Background: an optimization exercise with open tools, aiming at small area. Do not read the settings as production practice.
Only simulation tests tie the RTL to the original design; equivalence was not proved.
No activity file was given, so power comes from the tool's default toggle rates. The flow treats the clock pin as an ideal source, which a real chip does not have.

## avc_frame_rx
module avc_frame_rx (
    input  wire        clk,
    input  wire        rst,
    input  wire        pp_valid,
    input  wire [7:0]  pp_byte,
    output wire        pp_frame_ok,
    input  wire        pl_valid,
    input  wire [7:0]  pl_byte,
    output wire        pl_frame_ok,
    input  wire        rd_sel,
    input  wire [4:0]  rd_addr,
    output wire        rd_frm_valid,
    output wire [7:0]  rd_id,
    output wire [15:0] rd_len,
    output wire [7:0]  rd_data
);
Settings: LEC_CHECK=0, CAP_MARGIN=20, CORE_MARGIN=2, CORE_UTILIZATION=70, CTS_BUF_LIST=sky130_fd_sc_hd__clkbuf_4, SLEW_MARGIN=20; clock period 7.0 ns.
run.sh (not shown) runs the stock make flow with config.mk's settings and CLKGATE_MAP_FILE= SYNTH_SCRIPT=/design/flow/synth_recipe.tcl, a recipe that flattens the netlist after the stock synthesis.
The baseline completed and failed the layout checks on setup timing.
Edit:
Settings changed: CORE_UTILIZATION 70 to 40, CTS_BUF_LIST sky130_fd_sc_hd__clkbuf_4 to default.
Effect: The new run finished but failed the layout checks on setup timing. Global-route usage shrinks by 22 points. Clock-buffer cell count is lower by 287. Routed wire length climbs by 1.9%. Sequential cell count does not change. Total power went up by about 3.4%. Synthesized cell count stays the same. Area after synthesis does not change. Clock skew fell by 0.045 ns.

---

avc_frame_rx, a different RTL version from the one above (not shown whole).
Size in the first run: roughly 2800 cells after synthesis, about 1100 flip-flops, about 61 I/O pins, about 40000 sq um of cells after synthesis.
## avc_frame_rx
module avc_frame_rx (
    input  wire        clk,
    input  wire        rst,
    input  wire        pp_valid,
    input  wire [7:0]  pp_byte,
    output wire        pp_frame_ok,
    input  wire        pl_valid,
    input  wire [7:0]  pl_byte,
    output wire        pl_frame_ok,
    input  wire        rd_sel,
    input  wire [4:0]  rd_addr,
    output wire        rd_frm_valid,
    output wire [7:0]  rd_id,
    output wire [15:0] rd_len,
    output wire [7:0]  rd_data
);
    wire        pp_frm_valid, pl_frm_valid;
    wire [7:0]  pp_frm_id,    pl_frm_id;
    wire [5:0]  pp_frm_len,   pl_frm_len;
    wire [255:0] pp_frm,      pl_frm;
    avc_frame_parser u_pp (
        .clk(clk), .rst(rst),
        .in_valid(pp_valid), .in_byte(pp_byte), .frame_ok(pp_frame_ok),
        .frm_valid(pp_frm_valid), .frm_id(pp_frm_id), .frm_len(pp_frm_len),
        .frm(pp_frm)
    );
    avc_frame_parser u_pl (
        .clk(clk), .rst(rst),
        .in_valid(pl_valid), .in_byte(pl_byte), .frame_ok(pl_frame_ok),
  ...
==> flow/config.mk <==
export PLATFORM = sky130hd
export DESIGN_NAME = avc_frame_rx
export DESIGN_NICKNAME = avc_frame_rx
export VERILOG_FILES = /design/flow/design.v
export SDC_FILE = /design/flow/constraint.sdc
export NUM_CORES = 4
export LEC_CHECK = 0
export CAP_MARGIN = 20
export CORE_MARGIN = 2
export CORE_UTILIZATION = 55
export SLEW_MARGIN = 20
==> flow/constraint.sdc <==
create_clock -name core_clock -period 7.0 [get_ports {clk}]
set_input_delay 1.4000 -clock core_clock [delete_from_list [all_inputs] [get_ports {clk}]]
set_output_delay 1.4000 -clock core_clock [all_outputs]
set_load 0.01 [all_outputs]
standard.sh (not shown) runs the stock make flow with config.mk's settings and CLKGATE_MAP_FILE= SYNTH_SCRIPT=/design/flow/synth_recipe.tcl, a recipe that flattens the netlist after the stock synthesis.
==> flow/flow/run.sh <==
#!/bin/bash
# The standard layout, with a smaller port buffer and a clock tree of
# larger sink clusters built without CTS dummy loads.
set -euo pipefail
bash standard.sh \
  "CTS_ARGS=-sink_clustering_enable -repair_clock_nets -dont_use_dummy_load -sink_clustering_size 25 -sink_clustering_max_diameter 60 -buf_list sky130_fd_sc_hd__clkbuf_16" \
  "BUFFER_PORTS_ARGS=-buffer_cell sky130_fd_sc_hd__buf_2" \
  finish > standard.log 2>&1
==> next run, changes <==
--- a/flow/flow/run.sh
+++ b/flow/flow/run.sh
@@ -6 +6 @@
-  "CTS_ARGS=-sink_clustering_enable -repair_clock_nets -dont_use_dummy_load -sink_clustering_size 25 -sink_clustering_max_diameter 60 -buf_list sky130_fd_sc_hd__clkbuf_16" \
+  "CTS_ARGS=-sink_clustering_enable -repair_clock_nets -dont_use_dummy_load -sink_clustering_size 18 -sink_clustering_max_diameter 40 -buf_list sky130_fd_sc_hd__clkbuf_8" \
Settings changed: CORE_UTILIZATION 55 to 65.
After rerunning: Die area goes down by about 15%. Final area goes down by 0.72%. Power goes down by about 0.7%. Area after synthesis does not change. Combinational power goes up by about 2%. Global-route usage goes up by 5.3 points. Worst setup slack loses 470 ps.

---

== job 912 ==
The RTL this note starts from:
==> flow/design.v <==
module avc_crc16_step (
    input  wire [15:0] crc_in,
    input  wire [7:0]  data,
    output reg  [15:0] crc_out
);
    integer i;
    always @(*) begin
        crc_out = crc_in ^ {8'h00, data};
        for (i = 0; i < 8; i = i + 1) begin
            if (crc_out[0])
                crc_out = (crc_out >> 1) ^ 16'hA001;
            else
                crc_out = crc_out >> 1;
        end
    end
endmodule
module avc_frame_parser (
    input  wire        clk,
    input  wire        rst,
    input  wire        in_valid,
    input  wire [7:0]  in_byte,
    output reg         frame_ok,
    output reg         frm_valid,
    output reg  [7:0]  frm_id,
    output reg  [5:0]  frm_len,
    output reg  [255:0] frm
);
    localparam [2:0] S_SEEK1  = 3'd0,
                     S_SEEK2  = 3'd1,
                     S_LEN_LO = 3'd2,
                     S_LEN_HI = 3'd3,
                     S_ID     = 3'd4,
                     S_PAYLD  = 3'd5,
                     S_CRC_LO = 3'd6,
                     S_CRC_HI = 3'd7;
    reg [2:0]   ps;
    reg [5:0]   plen;    
    reg [4:0]   cnt;     
    reg [7:0]   id;
    reg [15:0]  crc;
    reg [255:0] acc;
    wire body = ps[2] & (ps[1] | ps[0]);
    wire [15:0] crc_nx;
    avc_crc16_step u_crc (.crc_in((ps == S_ID) ? 16'hFFFF : crc),
                          .data(in_byte), .crc_out(crc_nx));
    wire        publish = in_valid && (ps == S_CRC_HI) && (crc_nx == 16'd0);
    wire [5:0]  cnt_nx  = {1'b0, cnt} + 6'd1;
    wire        plen_ok = !plen[5] || (plen[4:0] == 5'd0);
    always @(posedge clk) begin
        if (rst) begin
            ps        <= S_SEEK1;
            frame_ok  <= 1'b0;
            frm_valid <= 1'b0;
        end else begin
            frame_ok <= publish;
            if (publish)
                frm_valid <= 1'b1;
            if (in_valid) begin
                case (ps)
                    S_SEEK1:  if (in_byte == 8'hA5) ps <= S_SEEK2;
                    S_SEEK2:  ps <= (in_byte == 8'h5A) ? S_LEN_LO : S_SEEK1;
                    S_LEN_LO: ps <= S_LEN_HI;
                    S_LEN_HI: ps <= (in_byte == 8'h00 && plen_ok) ? S_ID : S_SEEK1;
                    S_ID:     ps <= (plen == 6'd0) ? S_CRC_LO : S_PAYLD;
                    S_PAYLD:  if (cnt_nx == plen) ps <= S_CRC_LO;
                    S_CRC_LO: ps <= S_CRC_HI;
                    default:  ps <= S_SEEK1;
                endcase
            end
        end
    end
    always @(posedge clk) begin
        if (in_valid)
            crc <= crc_nx;
        if (in_valid && ps == S_LEN_LO)
            plen <= (in_byte[7:6] != 2'b00) ? 6'h3F : in_byte[5:0] - 6'd1;
        if (in_valid && ps == S_ID)
            cnt <= 5'd0;
        else if (in_valid && ps == S_PAYLD)
            cnt <= cnt_nx[4:0];
        if (publish) begin
            frm_id  <= id;
            frm_len <= plen;
        end
    end
    always @(posedge clk)
        frm <= (frm & {256{~publish}}) | (acc & {256{publish}});
    wire id_we = in_valid && (ps == S_ID);
    always @(posedge clk)
        id <= (id & {8{body}}) | (in_byte & {8{id_we}});
    genvar k;
    generate
        for (k = 0; k < 32; k = k + 1) begin : g_acc
            wire we = in_valid && (ps == S_PAYLD) && (cnt == k);
            always @(posedge clk)
                acc[8*k +: 8] <= (acc[8*k +: 8] & {8{body}}) | (in_byte & {8{we}});
        end
    endgenerate
endmodule
module avc_frame_rx (
    input  wire        clk,
    input  wire        rst,
    input  wire        pp_valid,
    input  wire [7:0]  pp_byte,
    output wire        pp_frame_ok,
    input  wire        pl_valid,
    input  wire [7:0]  pl_byte,
    output wire        pl_frame_ok,
    input  wire        rd_sel,
    input  wire [4:0]  rd_addr,
    output wire        rd_frm_valid,
    output wire [7:0]  rd_id,
    output wire [15:0] rd_len,
    output wire [7:0]  rd_data
);
    wire        pp_frm_valid, pl_frm_valid;
    wire [7:0]  pp_frm_id,    pl_frm_id;
    wire [5:0]  pp_frm_len,   pl_frm_len;
    wire [255:0] pp_frm,      pl_frm;
    avc_frame_parser u_pp (
        .clk(clk), .rst(rst),
        .in_valid(pp_valid), .in_byte(pp_byte), .frame_ok(pp_frame_ok),
        .frm_valid(pp_frm_valid), .frm_id(pp_frm_id), .frm_len(pp_frm_len),
        .frm(pp_frm)
    );
    avc_frame_parser u_pl (
        .clk(clk), .rst(rst),
        .in_valid(pl_valid), .in_byte(pl_byte), .frame_ok(pl_frame_ok),
        .frm_valid(pl_frm_valid), .frm_id(pl_frm_id), .frm_len(pl_frm_len),
        .frm(pl_frm)
    );
    assign rd_frm_valid = rd_sel ? pl_frm_valid : pp_frm_valid;
    assign rd_id        = rd_sel ? pl_frm_id    : pp_frm_id;
    assign rd_len       = {10'd0, rd_sel ? pl_frm_len : pp_frm_len};
    wire [511:0] all_frm = {pl_frm, pp_frm};
    reg  [7:0]   rdata;
    integer j;
    always @(*) begin
        rdata = 8'd0;
        for (j = 0; j < 64; j = j + 1)
            rdata = rdata | (all_frm[8*j +: 8] & {8{{rd_sel, rd_addr} == j}});
    end
    assign rd_data = rdata;
endmodule
==> flow/config.mk <==
export PLATFORM = sky130hd
export DESIGN_NAME = avc_frame_rx
export DESIGN_NICKNAME = avc_frame_rx
export VERILOG_FILES = /design/flow/design.v
export SDC_FILE = /design/flow/constraint.sdc
export NUM_CORES = 4
export LEC_CHECK = 0
export CAP_MARGIN = 20
export CORE_MARGIN = 2
export CORE_UTILIZATION = 65
export SLEW_MARGIN = 20
==> flow/constraint.sdc <==
create_clock -name core_clock -period 7.0 [get_ports {clk}]
set_input_delay 1.4000 -clock core_clock [delete_from_list [all_inputs] [get_ports {clk}]]
set_output_delay 1.4000 -clock core_clock [all_outputs]
set_load 0.01 [all_outputs]
==> flow/flow/run.sh <==
#!/bin/bash
# The standard layout, with a smaller port buffer and a clock tree of
# larger sink clusters built without CTS dummy loads.
set -euo pipefail
bash standard.sh \
  "CTS_ARGS=-sink_clustering_enable -repair_clock_nets -dont_use_dummy_load -sink_clustering_size 32 -sink_clustering_max_diameter 70 -buf_list sky130_fd_sc_hd__clkbuf_16" \
  "BUFFER_PORTS_ARGS=-buffer_cell sky130_fd_sc_hd__buf_2" \
  finish > standard.log 2>&1
The final layout from job 912, which completed every stage, passed the timing, DRC and antenna checks at the end of the flow.
The following lists how job 1712 was set up differently from job 912:
- CORE_UTILIZATION now 55, was 65
-- flow/flow/run.sh --
<<< job 912, line 6
  "CTS_ARGS=-sink_clustering_enable -repair_clock_nets -dont_use_dummy_load -sink_clustering_size 32 -sink_clustering_max_diameter 70 -buf_list sky130_fd_sc_hd__clkbuf_16" \
>>> job 1712, line 6
  "CTS_ARGS=-sink_clustering_enable -repair_clock_nets -dont_use_dummy_load -sink_clustering_size 14 -sink_clustering_max_diameter 50 -buf_list sky130_fd_sc_hd__clkbuf_8" \
Notes after the runs:
- Endpoint of the most critical setup path = rd_data[1]: job 912; endpoint of the most critical setup path = rd_data[7]: job 1712
- Diff job 912 -> job 1712: number of combinational gates with multiple inputs barely changed, first-pass iteration count of the detailed router dropped 1, wire length of the first global-routing pass climbed 3.9%, detailed-routing wirelength on met1 climbed about 12%, clock tree buffer count of the final layout climbed about 140%.
- As of job 1712, width of the chip had risen by a little under 10% compared to job 912.
- Total power sits higher in job 1712 than in job 912.
- On detailed-route wire length per cell: job 1712 sits below job 912.
- Wire length reported by the detailed router (higher): job 1712
- Of job 912 and job 1712, the run reporting the lower global-route usage was job 1712.
- On via count, job 912 and job 1712 are basically level.
The inputs of job 2106 differ from those of job 1712 as listed below.
- a change of CORE_UTILIZATION from 55 to 65
==> flow/flow/run.sh <==
#!/bin/bash
# The standard layout, with a smaller port buffer and a clock tree of
# larger sink clusters built without CTS dummy loads.
set -euo pipefail
bash standard.sh \
  "CTS_ARGS=-sink_clustering_enable -repair_clock_nets -dont_use_dummy_load -sink_clustering_size 30 -sink_clustering_max_diameter 70 -buf_list sky130_fd_sc_hd__clkbuf_16" \
  "BUFFER_PORTS_ARGS=-buffer_cell sky130_fd_sc_hd__buf_1" \
  finish > standard.log 2>&1
Results
Summary: with job 1712 as the reference, total routed wirelength in job 2106 moved down by a few percent. Leakage power: job 2106 < job 1712. Per the comparison of job 2106 with job 1712, register-to-register slack lost 290 ps, share of total power in combinational logic picked up an extra 0.2 points, area added between synthesis and finish lost 1.5 points, global routing usage on met2 picked up an extra 6.0 points. Taking job 1712 as the reference, in job 2106 maximum number of pins on one net before global-route repair up 11%, portion of the clock cycle consumed by the worst path in the final layout up 7.8 points, final area down 1.4%.

[re-timing with driven ports]
No port has a modelled driver above. Below, the same layouts with a new extraction and two added sets of constraints. Step 1 assumes that a clkbuf_16 drives the clock port and a buf_2 every other input. Step 2 adds t to the input delays and takes it off the output delays; t is the mean of the earliest and latest rising clock arrival at the registers after step 1. Input paths then give back, and output paths get back, about the clock's delay inside the block. Three values: ideal, step 1, step 2; two values: the first two.
run | shift t [ns] | slack for setup (ns) | worst data-port slew with drivers (ns)
the first run of note 1 | 1.214 | -0.092 / -0.123 / -0.123 | 0.04
the second run of note 1 | 0.770 | -0.107 / -0.138 / -0.138 | 0.04
the first run of note 2 | 0.716 | 1.112 / 1.084 / 1.084 | 0.04
the second run of note 2 | 0.801 | 0.639 / 0.615 / 0.615 | 0.04
job 912 | 0.684 | 0.661 / 0.635 / 0.635 | 0.05
job 1712 | 0.774 | 1.051 / 1.023 / 1.023 | 0.04
job 2106 | 0.683 | 0.506 / 0.477 / 0.477 | 0.04
